This is an optimization exercise on Yosys and OpenROAD, whose aim is small area, a short achievable clock period and few clock cycles per item, not a production implementation.
Only the layout flow was run in this run; the RTL was not checked for function there.

<file path="flow/config.mk">
export PLATFORM = sky130hd
export DESIGN_NAME = lotus_codec
export DESIGN_NICKNAME = lotus_codec
export VERILOG_FILES = /design/flow/design.v
export SDC_FILE = /design/flow/constraint.sdc
export NUM_CORES = 4
export LEC_CHECK = 0
export ABC_CLOCK_PERIOD_IN_PS = 6000
export CAP_MARGIN = 20
export CORE_MARGIN = 2
export CORE_UTILIZATION = 40
export SETUP_SLACK_MARGIN = 5
export SLEW_MARGIN = 20
</file>
<file path="flow/run.sh">
#!/bin/bash
# synth_recipe.tcl (not shown) runs the flow's synth.tcl, then flattens the netlist and writes it again
# the make line also repeats each setting of config.mk as NAME=value (left out here)
make -C /OpenROAD-flow-scripts/flow DESIGN_CONFIG=/design/flow/config.mk WORK_HOME=/design/flow/orfs CLKGATE_MAP_FILE= SYNTH_SCRIPT=/design/flow/synth_recipe.tcl finish
</file>
<file path="flow/design.v">
module lotus_codec (
    input  wire         clk,
    input  wire         rst,
    input  wire         in_valid,
    output wire         in_ready,
    input  wire         in_op,
    input  wire [3:0]   in_j,
    input  wire [3:0]   in_t,
    input  wire [63:0]  in_value,
    input  wire [127:0] in_data,
    input  wire [4:0]   in_len,
    output wire         out_valid,
    input  wire         out_ready,
    output reg  [2:0]   out_status,
    output reg  [63:0]  out_value,
    output wire [127:0] out_code,
    output reg  [7:0]   out_bits
);
    localparam [2:0] ST_OK     = 3'd0,
                     ST_INVAL  = 3'd1,
                     ST_TOOBIG = 3'd3,
                     ST_EOF    = 3'd4;
    integer i, k;
    reg b_v;                        
    reg o_v;                        
    wire adv = !o_v || out_ready;   
    assign in_ready  = adv;
    assign out_valid = o_v;
    always @(posedge clk) begin
        if (rst) begin
            b_v <= 1'b0;
            o_v <= 1'b0;
        end else if (adv) begin
            b_v <= in_valid;
            o_v <= b_v;
        end
    end
    wire [3:0] j = in_j;
    wire [3:0] t = in_t;
    wire [2:0] j1 = j[2:0] - 3'd1;      
    wire cfg_ok = (j >= 4'd1) && (j <= 4'd8) && (t >= 4'd1);
    wire wl4  = (j == 4'd1) && (t == 4'd1);
    wire wl28 = ((j == 4'd1) && (t == 4'd2)) || ((j == 4'd2) && (t == 4'd1));
    reg [63:0] m2;
    reg [63:0] pa;          
    reg        ci2;
    always @(*) begin
        pa = in_value;
        pa[1:0] = 2'b11;
        for (k = 0; k < 6; k = k + 1)
            for (i = 0; i < 64; i = i + 1)
                if ((i >> k) & 1) pa[i] = pa[i] & pa[((i >> k) << k) - 1];
        ci2 = in_value[1] | in_value[0];
        m2[0] = ~in_value[0];
        m2[1] = ~(in_value[1] ^ in_value[0]);
        for (i = 2; i < 64; i = i + 1)
            m2[i] = in_value[i] ^ (ci2 & pa[i - 1]);
    end
    wire m2top = ci2 & pa[63];      
    reg [7:0] gany, gsel;
    reg [2:0] gi, bi;
    always @(*) begin
        for (i = 0; i < 8; i = i + 1) gany[i] = |m2[8 * i +: 8];
        gi = 3'd0;
        for (i = 1; i < 8; i = i + 1) if (gany[i]) gi = i[2:0];
        gsel = m2[{gi, 3'b000} +: 8];
        bi = 3'd0;
        for (i = 1; i < 8; i = i + 1) if (gsel[i]) bi = i[2:0];
    end
    wire [6:0] pw_e = m2top ? 7'd64 : {1'b0, gi, bi};
    wire e_big = wl4 ? (in_value >= 64'd29) : (wl28 ? (in_value >= 64'd536870909) : 1'b0);
    wire [2:0] e_st = !cfg_ok ? ST_INVAL : (e_big ? ST_TOOBIG : ST_OK);
    wire [7:0] nb = {in_len, 3'b000};
    reg [127:0] s;                  
    always @(*) for (i = 0; i < 128; i = i + 1) s[i] = in_data[127 - i];
    wire [7:0] js = in_data[127:120] >> (~j1);       
    wire [2:0] d_st0 = !cfg_ok ? ST_INVAL :
                       (in_len == 5'd0) ? ST_EOF :
                       (js >= 8'd64) ? ST_TOOBIG : ST_OK;
    reg [39:0] pz;
    always @(*)
        for (i = 0; i < 40; i = i + 1)
            pz[i] = !s[i] && s[i + 1] && ({3'd0, in_len} > ((i + 1) >> 3));
    wire [39:0] pzj = (pz >> 1) >> j1;                
    wire [47:0] sj  = s[48:1] >> j1;                  
    reg [14:0] pr;
    reg [3:0]  nrun;                
    always @(*) begin
        for (i = 0; i < 15; i = i + 1)
            pr[i] = pzj[2 * i] && (i < t);
        nrun = 4'd15;
        for (i = 14; i >= 0; i = i - 1)
            if (!pr[i]) nrun = i[3:0];
    end
    wire [3:0]  n   = (js == 8'd1) ? nrun : 4'd0;
    wire [5:0]  q   = {2'd0, j} + {1'b0, n, 1'b0};    
    wire [7:0]  av  = nb - {2'd0, q};                  
    wire [47:0] wq  = sj >> {n, 1'b0};
    wire [10:0] W   = wq[10:0];                        
    reg         r_op;
    reg [127:0] r_x;        
    reg [3:0]   r_j, r_t;
    reg         r_wl4, r_wl28;
    reg [2:0]   r_st;       
    reg [6:0]   r_w;        
    reg [5:0]   r_q;
    reg [6:0]   r_nq;       
    reg [7:0]   r_av;
    reg [10:0]  r_W;
    reg [3:0]   r_rem;
    always @(posedge clk) begin
        if (adv) begin
            r_op   <= in_op;
            r_x    <= in_op ? in_data : {63'd0, m2top, m2};
            r_j    <= j;
            r_t    <= t;
            r_wl4  <= wl4;
            r_wl28 <= wl28;
            r_st   <= in_op ? d_st0 : e_st;
            r_w    <= in_op ? js[6:0] + 7'd1 : pw_e;
            r_q    <= q;
            r_nq   <= 7'd0 - {1'b0, q};
            r_av   <= av;
            r_W    <= W;
            r_rem  <= t - n;
        end
    end
    wire wl64 = !r_wl4 && !r_wl28;
    wire [6:0] pwe = r_w;
    reg [2:0] w1, w2;
    reg [5:0] p1;
    reg [1:0] p2, p3;
    always @(*) begin
        if (pwe <= 7'd4)       begin w1 = 3'd2; p1 = pwe[5:0] - 6'd1;  end
        else if (pwe <= 7'd12) begin w1 = 3'd3; p1 = pwe[5:0] - 6'd5;  end
        else if (pwe <= 7'd28) begin w1 = 3'd4; p1 = pwe[5:0] - 6'd13; end
        else if (pwe <= 7'd60) begin w1 = 3'd5; p1 = pwe[5:0] - 6'd29; end
        else                   begin w1 = 3'd6; p1 = pwe[5:0] - 6'd61; end
        if (w1 <= 3'd4) begin w2 = 3'd2; p2 = w1[1:0] - 2'd1; end
        else            begin w2 = 3'd3; p2 = w1[1:0] - 2'd1; end    
        p3 = (w2 == 3'd2) ? 2'd1 : 2'd2;
    end
    reg [10:0] tailx;
    reg [3:0]  tl;         
    reg [2:0]  jsv;        
    reg [4:0]  r01;        
    reg [10:0] tr;
    always @(*) begin
        if (r_t == 4'd1) begin
            tr = {5'd0, p1}; tl = {1'b0, w1}; jsv = w1 - 3'd1; r01 = 5'd0;
        end else if (r_t == 4'd2) begin
            tr = ({9'd0, p2} << w1) | {5'd0, p1}; tl = w1 + w2; jsv = w2 - 3'd1; r01 = 5'd0;
        end else begin
            tr = ({9'd0, p3} << ({1'b0, w1} + {1'b0, w2})) | ({9'd0, p2} << w1) | {5'd0, p1};
            tl = 4'd2 + w1 + w2; jsv = 3'd1; r01 = {1'b0, r_t} - 5'd3;
        end
        tr[0] = ~tr[0];
        tailx = tr << (4'd11 - tl);
    end
    wire [5:0] toff  = r_j + {r01, 1'b0};       
    wire [5:0] hlen  = toff + tl;               
    wire [7:0] e_len = hlen + pwe;              
    reg [42:0] hd;
    wire [42:0] tail_sh = {tailx, 32'd0} >> toff;    
    always @(*) begin
        for (i = 0; i < 43; i = i + 1) begin
            if (i < 8 && i < r_j)
                hd[42 - i] = (jsv >> (r_j - 1 - i)) & 1'b1;
            else
                hd[42 - i] = (i >= r_j) && (i < toff) && ((i - r_j) & 1) ? 1'b1 : tail_sh[42 - i];
        end
    end
    wire [6:0]  wa = r_w;
    wire [10:0] Wb = r_W;
    wire [7:0]  avb = r_av;
    wire a2 = (wa == 7'd2), a3 = (wa == 7'd3), a4 = (wa == 7'd4),
         a5 = (wa == 7'd5), a6 = (wa == 7'd6);
    wire [1:0] f1_2 = {Wb[0], Wb[1]};
    wire [2:0] f1_3 = {Wb[0], Wb[1], Wb[2]};
    wire [3:0] f1_4 = {Wb[0], Wb[1], Wb[2], Wb[3]};
    wire [4:0] f1_5 = {Wb[0], Wb[1], Wb[2], Wb[3], Wb[4]};
    wire [5:0] f1_6 = {Wb[0], Wb[1], Wb[2], Wb[3], Wb[4], Wb[5]};
    wire [6:0] d1 = a2 ? 7'd1 + f1_2 : a3 ? 7'd5 + f1_3 : a4 ? 7'd13 + f1_4 :
                    a5 ? 7'd29 + f1_5 : 7'd61 + f1_6;
    wire b3 = a2 && (f1_2 == 2'd2);         
    wire b4 = a2 && (f1_2 == 2'd3);         
    wire b5 = a3 && (f1_3 == 3'd0);         
    wire b6 = a3 && (f1_3 == 3'd1);         
    wire [2:0] f2_3 = {Wb[2], Wb[3], Wb[4]};
    wire [3:0] f2_4 = {Wb[2], Wb[3], Wb[4], Wb[5]};
    wire [4:0] f2_5 = {Wb[3], Wb[4], Wb[5], Wb[6], Wb[7]};
    wire [5:0] f2_6 = {Wb[3], Wb[4], Wb[5], Wb[6], Wb[7], Wb[8]};
    wire [6:0] d2 = b3 ? 7'd5 + f2_3 : b4 ? 7'd13 + f2_4 : b5 ? 7'd29 + f2_5 : 7'd61 + f2_6;
    wire [3:0] c2 = b3 ? 4'd5 : b4 ? 4'd6 : b5 ? 4'd8 : 4'd9;      
    wire g5 = b3 && (f2_3 == 3'd0);         
    wire [4:0] f3_5 = {Wb[5], Wb[6], Wb[7], Wb[8], Wb[9]};
    wire [5:0] f3_6 = {Wb[5], Wb[6], Wb[7], Wb[8], Wb[9], Wb[10]};
    wire [6:0] d3 = g5 ? 7'd29 + f3_5 : 7'd61 + f3_6;
    wire [3:0] c3 = g5 ? 4'd10 : 4'd11;                             
    wire [6:0] e1 = a2 ? 7'd3 + f1_2 : a3 ? {4'b0001, f1_3} : a4 ? 7'd17 + f1_4 :
                    a5 ? 7'd34 + f1_5 : 7'd67 + f1_6;
    wire [6:0] e2 = b3 ? 7'd10 + f2_3 : b4 ? 7'd19 + f2_4 : b5 ? 7'd37 + f2_5 : 7'd70 + f2_6;
    wire [6:0] e3 = g5 ? 7'd39 + f3_5 : 7'd72 + f3_6;
    wire rem0 = (r_rem == 4'd0), rem1 = (r_rem == 4'd1),
         rem2 = (r_rem == 4'd2), rem3 = (r_rem == 4'd3);
    wire [6:0] pw_d = rem0 ? 7'd2 : rem1 ? d1 : rem2 ? d2 : d3;
    wire [6:0] e    = rem0 ? 7'd2 : rem1 ? e1 : rem2 ? e2 : e3;
    reg [2:0] t_st;
    always @(*) begin
        t_st = ST_OK;
        if (rem0) t_st = ST_OK;
        else if ({1'b0, wa} > avb)                              t_st = ST_EOF;
        else if (wa == 7'd1)                                   t_st = ST_INVAL;
        else if (wa >= 7'd7)                                   t_st = ST_TOOBIG;
        else if (r_wl4 ? !a2 : r_wl28 ? (wa >= 7'd5) : (a6 && f1_6 > 6'd3))
                                                               t_st = ST_TOOBIG;   
        else if (rem1)                                         t_st = ST_OK;
        else if ({1'b0, wa} + {1'b0, d1} > avb)                 t_st = ST_EOF;
        else if (a2 && f1_2 == 2'd0)                           t_st = ST_INVAL;    
        else if (!(b3 || b4 || b5 || b6))                      t_st = ST_TOOBIG;   
        else if (r_wl4 || (r_wl28 && !b3 && !b4) || (b6 && f2_6 > 6'd3))
                                                               t_st = ST_TOOBIG;   
        else if (rem2)                                         t_st = ST_OK;
        else if ({4'd0, c2} + {1'b0, d2} > avb)                 t_st = ST_EOF;
        else if (!(b3 && f2_3[2:1] == 2'd0))                   t_st = ST_TOOBIG;   
        else if (!wl64 || (!g5 && f3_6 > 6'd3))                t_st = ST_TOOBIG;   
        else if (rem3)                                         t_st = ST_OK;
        else if ({4'd0, c3} + {1'b0, d3} > avb)                 t_st = ST_EOF;
        else                                                   t_st = ST_TOOBIG;   
    end
    wire [7:0] d_end   = {2'd0, r_q} + {1'b0, e};
    wire       d_eof_p = {1'b0, e} > avb;
    wire [6:0]   rot = r_op ? (r_nq - e) : e_len[6:0];
    wire [255:0] rr  = {r_x, r_x} >> rot;
    wire [127:0] xr  = rr[127:0];
    wire [106:0] e_code = xr[127:21] ^ {hd, 64'd0};
    reg [64:0] d_g, d_val;
    reg [63:0] pz2;         
    always @(*) begin
        for (i = 0; i < 65; i = i + 1)
            d_g[i] = (i < pw_d) ? xr[i] : (i == pw_d);
        pz2 = ~d_g[63:0];
        pz2[1:0] = 2'b11;
        for (k = 0; k < 6; k = k + 1)
            for (i = 0; i < 64; i = i + 1)
                if ((i >> k) & 1) pz2[i] = pz2[i] & pz2[((i >> k) << k) - 1];
        d_val[0] = ~d_g[0];
        d_val[1] = d_g[1] ^ d_g[0];
        for (i = 2; i < 65; i = i + 1)
            d_val[i] = d_g[i] ^ (~(d_g[1] & d_g[0]) & pz2[i - 1]);
    end
    wire d_inval_p = (pw_d == 7'd1) && !xr[0];
    reg [2:0] dec_st;
    always @(*) begin
        if (r_st != ST_OK)      dec_st = r_st;
        else if (t_st != ST_OK) dec_st = t_st;
        else if (d_eof_p)       dec_st = ST_EOF;
        else if (d_inval_p)     dec_st = ST_INVAL;
        else if (d_val[64])     dec_st = ST_TOOBIG;
        else                    dec_st = ST_OK;
    end
    reg [106:0] o_code;
    assign out_code = {o_code, 21'd0};
    always @(posedge clk) begin
        if (adv) begin
            out_status <= r_op ? dec_st : r_st;
            out_value  <= d_val[63:0];
            o_code     <= e_code;
            out_bits   <= r_op ? d_end : e_len;
        end
    end
endmodule
</file>
<file path="flow/constraint.sdc">
create_clock -name core_clock -period 13.0 [get_ports {clk}]
set_input_delay 2.6000 -clock core_clock [delete_from_list [all_inputs] [get_ports {clk}]]
set_output_delay 2.6000 -clock core_clock [all_outputs]
set_load 0.01 [all_outputs]
</file>
==> run notes <==
CTS:
- Clock-pin slew was measured on the worst setup and hold paths at 0.06 ns.
- The clock reaches the later pin of the worst-skew pair after 0.62 ns.
- Clock tree synthesis selected as its root buffer the cell sky130_fd_sc_hd__clkbuf_16.
- Clock tree synthesis found a total of roughly 360 sinks.
- The maximum clock path buffer count is 3.
- The clock tree from TritonCTS is yes.
- The number of buffers added to fix hold violations after cts is 0.
- The total clock buffers created by CTS is 42.
- The number of H-tree branching levels is 2.

Min path:
- The worst hold path stage count is 2.
- The source of the worst hold timing path is b_v$_SDFFE_PP0P_.
- The tightest min-delay check is of the reg2reg type.
- The end point of the most critical hold path is o_v$_SDFFE_PP0P_.

Setup path:
- The path type of the worst setup path is reg2reg.
- For the worst setup path, the data arrival time is about 8.8 ns.
- The nature of the critical path endpoint is a register.
- Along the worst path, the maximum fanout reaches 16.
- The largest single stage delay on the critical path is 0.59 ns.
- The cell seen most often among critical-path stages is sky130_fd_sc_hd__ha_4.
- The worst register-to-register path begins at r_w[1]$_DFFE_PP_.
- In this run the register-to-register setup slack is 4.54 ns.
- Counting cells, the worst reg-to-reg path comes to 34.
- STA puts the critical path data required time at around 13 ns.
- The slowest library cell on the worst path is sky130_fd_sc_hd__fa_2.
- The type of element launching the critical path is a register.
- The endpoint of the worst-slack reg-to-reg timing path is out_value[54]$_DFFE_PP_.

STA:
- Across the routed clock network, the largest skew measured is 0.0441 ns.
- The worst pin sits at a relative slew slack of 24.2%.
- The transition time at the pin with the least slew margin is between 1 and 1.5 ns.
- The post-route clock period utilization is about two thirds.
- The setup TNS after final layout is 0 ns.
- Setup repair after global routing could not meet its margin everywhere.
- Hold is met by 0.448 ns.
- The clock period minus final worst setup slack is roughly 8.5 ns.
- In the post-route analysis, the smallest setup slack over all paths is around 4.5 ns.
- The count of final hold-check violations is 0.
- For this run, the top clock speed supported by timing is between 100 and 150 MHz.
- The max-slew violation count is 0.
- Setup violations remaining at the end of the flow were counted as 0.

GRT:
- The number of global-route vias before repair came to around 36k.
- The maximum number of pins on one net before global-route repair is around 170.
- The initial antenna violation count is 5.
- Summed over all layers, the global routing overflow is 0.
- The first global-routing pass estimated roughly 250000 um of wire.
- The overall track demand over capacity in global routing is 31.2%.

Final layout:
- In the final layout, the share of cells above drive strength 1 is 16.7%.
- In the layout the commonest cells are sky130_fd_sc_hd__mux2i_1, sky130_fd_sc_hd__nand2_1, sky130_fd_sc_hd__clkdlybuf4s50_1.
- The number of fillers in the final layout is 9501.
- The growth of design area from synthesis to finish is 24.1%.
- The combined flip-flop and latch cell area is around 0.011 mm2.
- The area occupied by multi-input gates is roughly 0.03 mm2.
- After the last flow step, the layout net total stands at ~5.3k.
- The most frequent standard cell in the layout excluding fill and tap cells is sky130_fd_sc_hd__mux2i_1.

Synth:
- The total standard cell area after synthesis is approximately 0.041 mm2.
- The prevailing post-synth register cell is sky130_fd_sc_hd__edfxtp_1.
- The fraction of registers with async set or reset after synthesis is 0%.
- Synthesis handed over a netlist of 4439 instances.
- A synthesized cell averages around 9.3 um2.
- For this run, the register share of the synthesized area comes to 26.4%.
- The number of synthesized flops with an enable pin is around 360.
- After synthesis the netlist holds a flip-flop and latch count of roughly 360.
- The yosys synthesis warning count is 1.
- The netlist uses 110 different library cells.

Detailed routing:
- Dividing the detail-routed wire length by the instance count gives roughly 28 um.
- The number of vias after detailed routing is 38.8k.
- The first detailed-routing pass took 6 iterations.
- After the first detailed-routing iteration, the DRC count stood at roughly 4.7k.
- The remaining antenna violation count after routing is 0.
- The per-cell via count in the routed design is slightly above 6.
- After detailed routing, the number of remaining DRC violations is 0.
- The routed wire length is 173000 um.

Placed design:
- At the placement stage, the worst setup path has a slack of between 2 and 2.5 ns.
- At the end of routability-driven placement, the weighted congestion stood at 1.03.
- The post-DP HPWL is ~130000 um.
- Port buffering added about 400 buffers.

Die:
- The number of top-level pins is a little over 400.
- After floorplanning, the core was divided into between 100 and 150 placement rows.
- The region available for standard cell placement spans 0.102 mm2.
- The die extent in y is ~330 um.
- The initial standard-cell utilization of the core is about two fifths.
- The die is 325 um wide.
- The die covers 0.106 mm2.

Status:
- The run finished with no timing, DRC or antenna violations.

Job:
- The max-cap check violation count is 0.
[flip-flops by register name, summed over array words and instances (netlist names), 4 cells and up]
name       count
r_q            5
r_av           8
out_value     64
r_nq           4
r_W           11
r_x          128
o_code       107
r_t            4
r_w            7
r_rem          4
out_bits       8
[worst max path at each step]
stage | from | to | slack, ns | cells past startpoint
floorplan | r_w[1]$_DFFE_PP_ | out_value[61]$_DFFE_PP_ | 4.67 | 46
global placement | r_w[2]$_DFFE_PP_ | out_value[31]$_DFFE_PP_ | 2.27 | 35
detailed placement | r_w[2]$_DFFE_PP_ | out_value[31]$_DFFE_PP_ | 2.26 | 35
CTS | r_w[1]$_DFFE_PP_ | out_status[0]$_DFFE_PP_ | 4.66 | 38
global route | r_w[1]$_DFFE_PP_ | out_status[0]$_DFFE_PP_ | 4.30 | 37
finish | r_w[1]$_DFFE_PP_ | out_value[54]$_DFFE_PP_ | 4.54 | 34
[worst max-delay path, delay by kind of cell (launching register included)]
family,cells,cell delay (ns)
AO/OA/AOI/OAI,4,1.33
multiplexers,7,2.23
AND/OR/NAND/NOR,4,0.84
XOR/XNOR,1,0.16
adder cells (fa/ha/maj),7,1.98
buffers and inverters,11,1.16
flip-flops,1,0.50
[final cells by class]
type	count	share of cell area, %
Timing Repair inverter	2	0.0269
Sequential cell	364	21.3
Timing Repair Buffer	626	12.7
Antenna cell	4	0.0196
Inverter	175	1.37
Clock buffer	50	2.11
Clock inverter	26	0.675
Multi-Input combinational cell	3631	58.5
Tap cell	1368	3.34
[logic make-up after synthesis]
family	synth area share, %
flip-flops	26.4
adder cells (fa/ha/maj)	6.19
XOR/XNOR	5.16
other	0.00909
AO/OA/AOI/OAI	12.7
AND/OR/NAND/NOR	16.6
multiplexers	28.1
buffers and inverters	4.82
[synth_stat cells (10+ instances only)]
master	n	share of area (%)
sky130_fd_sc_hd__a22oi_1	10	0.18
sky130_fd_sc_hd__mux2i_1	731	18
sky130_fd_sc_hd__clkbuf_1	137	1.2
sky130_fd_sc_hd__a31oi_1	48	0.73
sky130_fd_sc_hd__nand2b_1	39	0.59
sky130_fd_sc_hd__and3_1	26	0.39
sky130_fd_sc_hd__mux2_2	70	1.9
sky130_fd_sc_hd__a221oi_1	13	0.28
sky130_fd_sc_hd__or2_2	15	0.23
sky130_fd_sc_hd__o21ai_0	202	2.5
sky130_fd_sc_hd__nor2b_1	42	0.64
sky130_fd_sc_hd__nor2_1	284	2.6
sky130_fd_sc_hd__a21oi_1	212	2.6
sky130_fd_sc_hd__o22ai_1	32	0.49
sky130_fd_sc_hd__nand3_1	104	1.3
sky130_fd_sc_hd__nor4_1	39	0.59
sky130_fd_sc_hd__a21boi_0	12	0.22
sky130_fd_sc_hd__a21o_1	43	0.78
sky130_fd_sc_hd__mux4_2	153	8.4
sky130_fd_sc_hd__nand2_1	485	4.4
sky130_fd_sc_hd__o31ai_1	15	0.27
sky130_fd_sc_hd__buf_2	62	0.75
sky130_fd_sc_hd__buf_1	50	0.45
sky130_fd_sc_hd__o21bai_1	10	0.18
sky130_fd_sc_hd__a211oi_1	40	0.73
sky130_fd_sc_hd__ha_1	189	5.7
sky130_fd_sc_hd__nand3b_1	18	0.33
sky130_fd_sc_hd__o211ai_1	21	0.38
sky130_fd_sc_hd__or3_1	20	0.30
sky130_fd_sc_hd__o21ai_1	13	0.16
sky130_fd_sc_hd__edfxtp_1	362	26
sky130_fd_sc_hd__and4_1	15	0.32
sky130_fd_sc_hd__xor2_1	88	1.9
sky130_fd_sc_hd__xnor2_1	155	3.3
sky130_fd_sc_hd__and2_1	92	1.4
sky130_fd_sc_hd__nand4_1	45	0.68
sky130_fd_sc_hd__nor3_1	89	1.1
sky130_fd_sc_hd__o21a_1	19	0.35
sky130_fd_sc_hd__nor3b_1	12	0.22
sky130_fd_sc_hd__inv_1	166	1.5
sky130_fd_sc_hd__buf_4	38	0.69
[metrics by stage]
step / cells / util [%] / area, um2
after floorplan: 4459 / - / 42000
after global placement: 6001 / 45.7 / 46600
after detailed placement: 6001 / 45.7 / 46600
after CTS: 6203 / 49.2 / 50200
after global routing: 6242 / 50.2 / 51200
final: 6246 / 50.2 / 51200
[per-layer routing]
metal / track usage [%] / up-vias / wire length [um]
met5: 0 / - / 41
met2: 48.4 / 2170 / 76500
met1: 43.1 / 18900 / 73000
met4: 12.4 / 4 / 8100
li1: - / 17400 / -
met3: 5.56 / 377 / 15600
[what timing repair did]
item | 4_1_cts | 5_1_grt
pin swaps | 45 | 51
setup buffers | 110 | 36
cloned | 16 | 3
setup endpoints to repair | 145 | 61
resized for setup | 178 | 142

[what the ideal ports hide]
Ports are ideal in the flow. The routed layout listed here was re-timed in OpenROAD.
Step 1 sets driving cells, clkbuf_16 on the clock port and buf_2 on the other inputs (assumed; they add their load-dependent delay and slew).
Step 2 also shifts input and output timing later by t, the mid clock arrival at the registers, as if the neighbouring blocks saw the same clock.
Slacks: ideal ports / drivers / drivers and shift; pairs: ideal ports / drivers.
t (ns): 0.665
slack for setup (ns): 4.538 / 4.538 / 4.538
worst register clock-pin slew, ns: 0.07 / 0.07
worst data-port slew with drivers (ns): 0.15
After both steps setup and hold are still met in this run. The setup slack of this run moves by 0.000 ns with the drivers and by 0.000 ns with both steps.
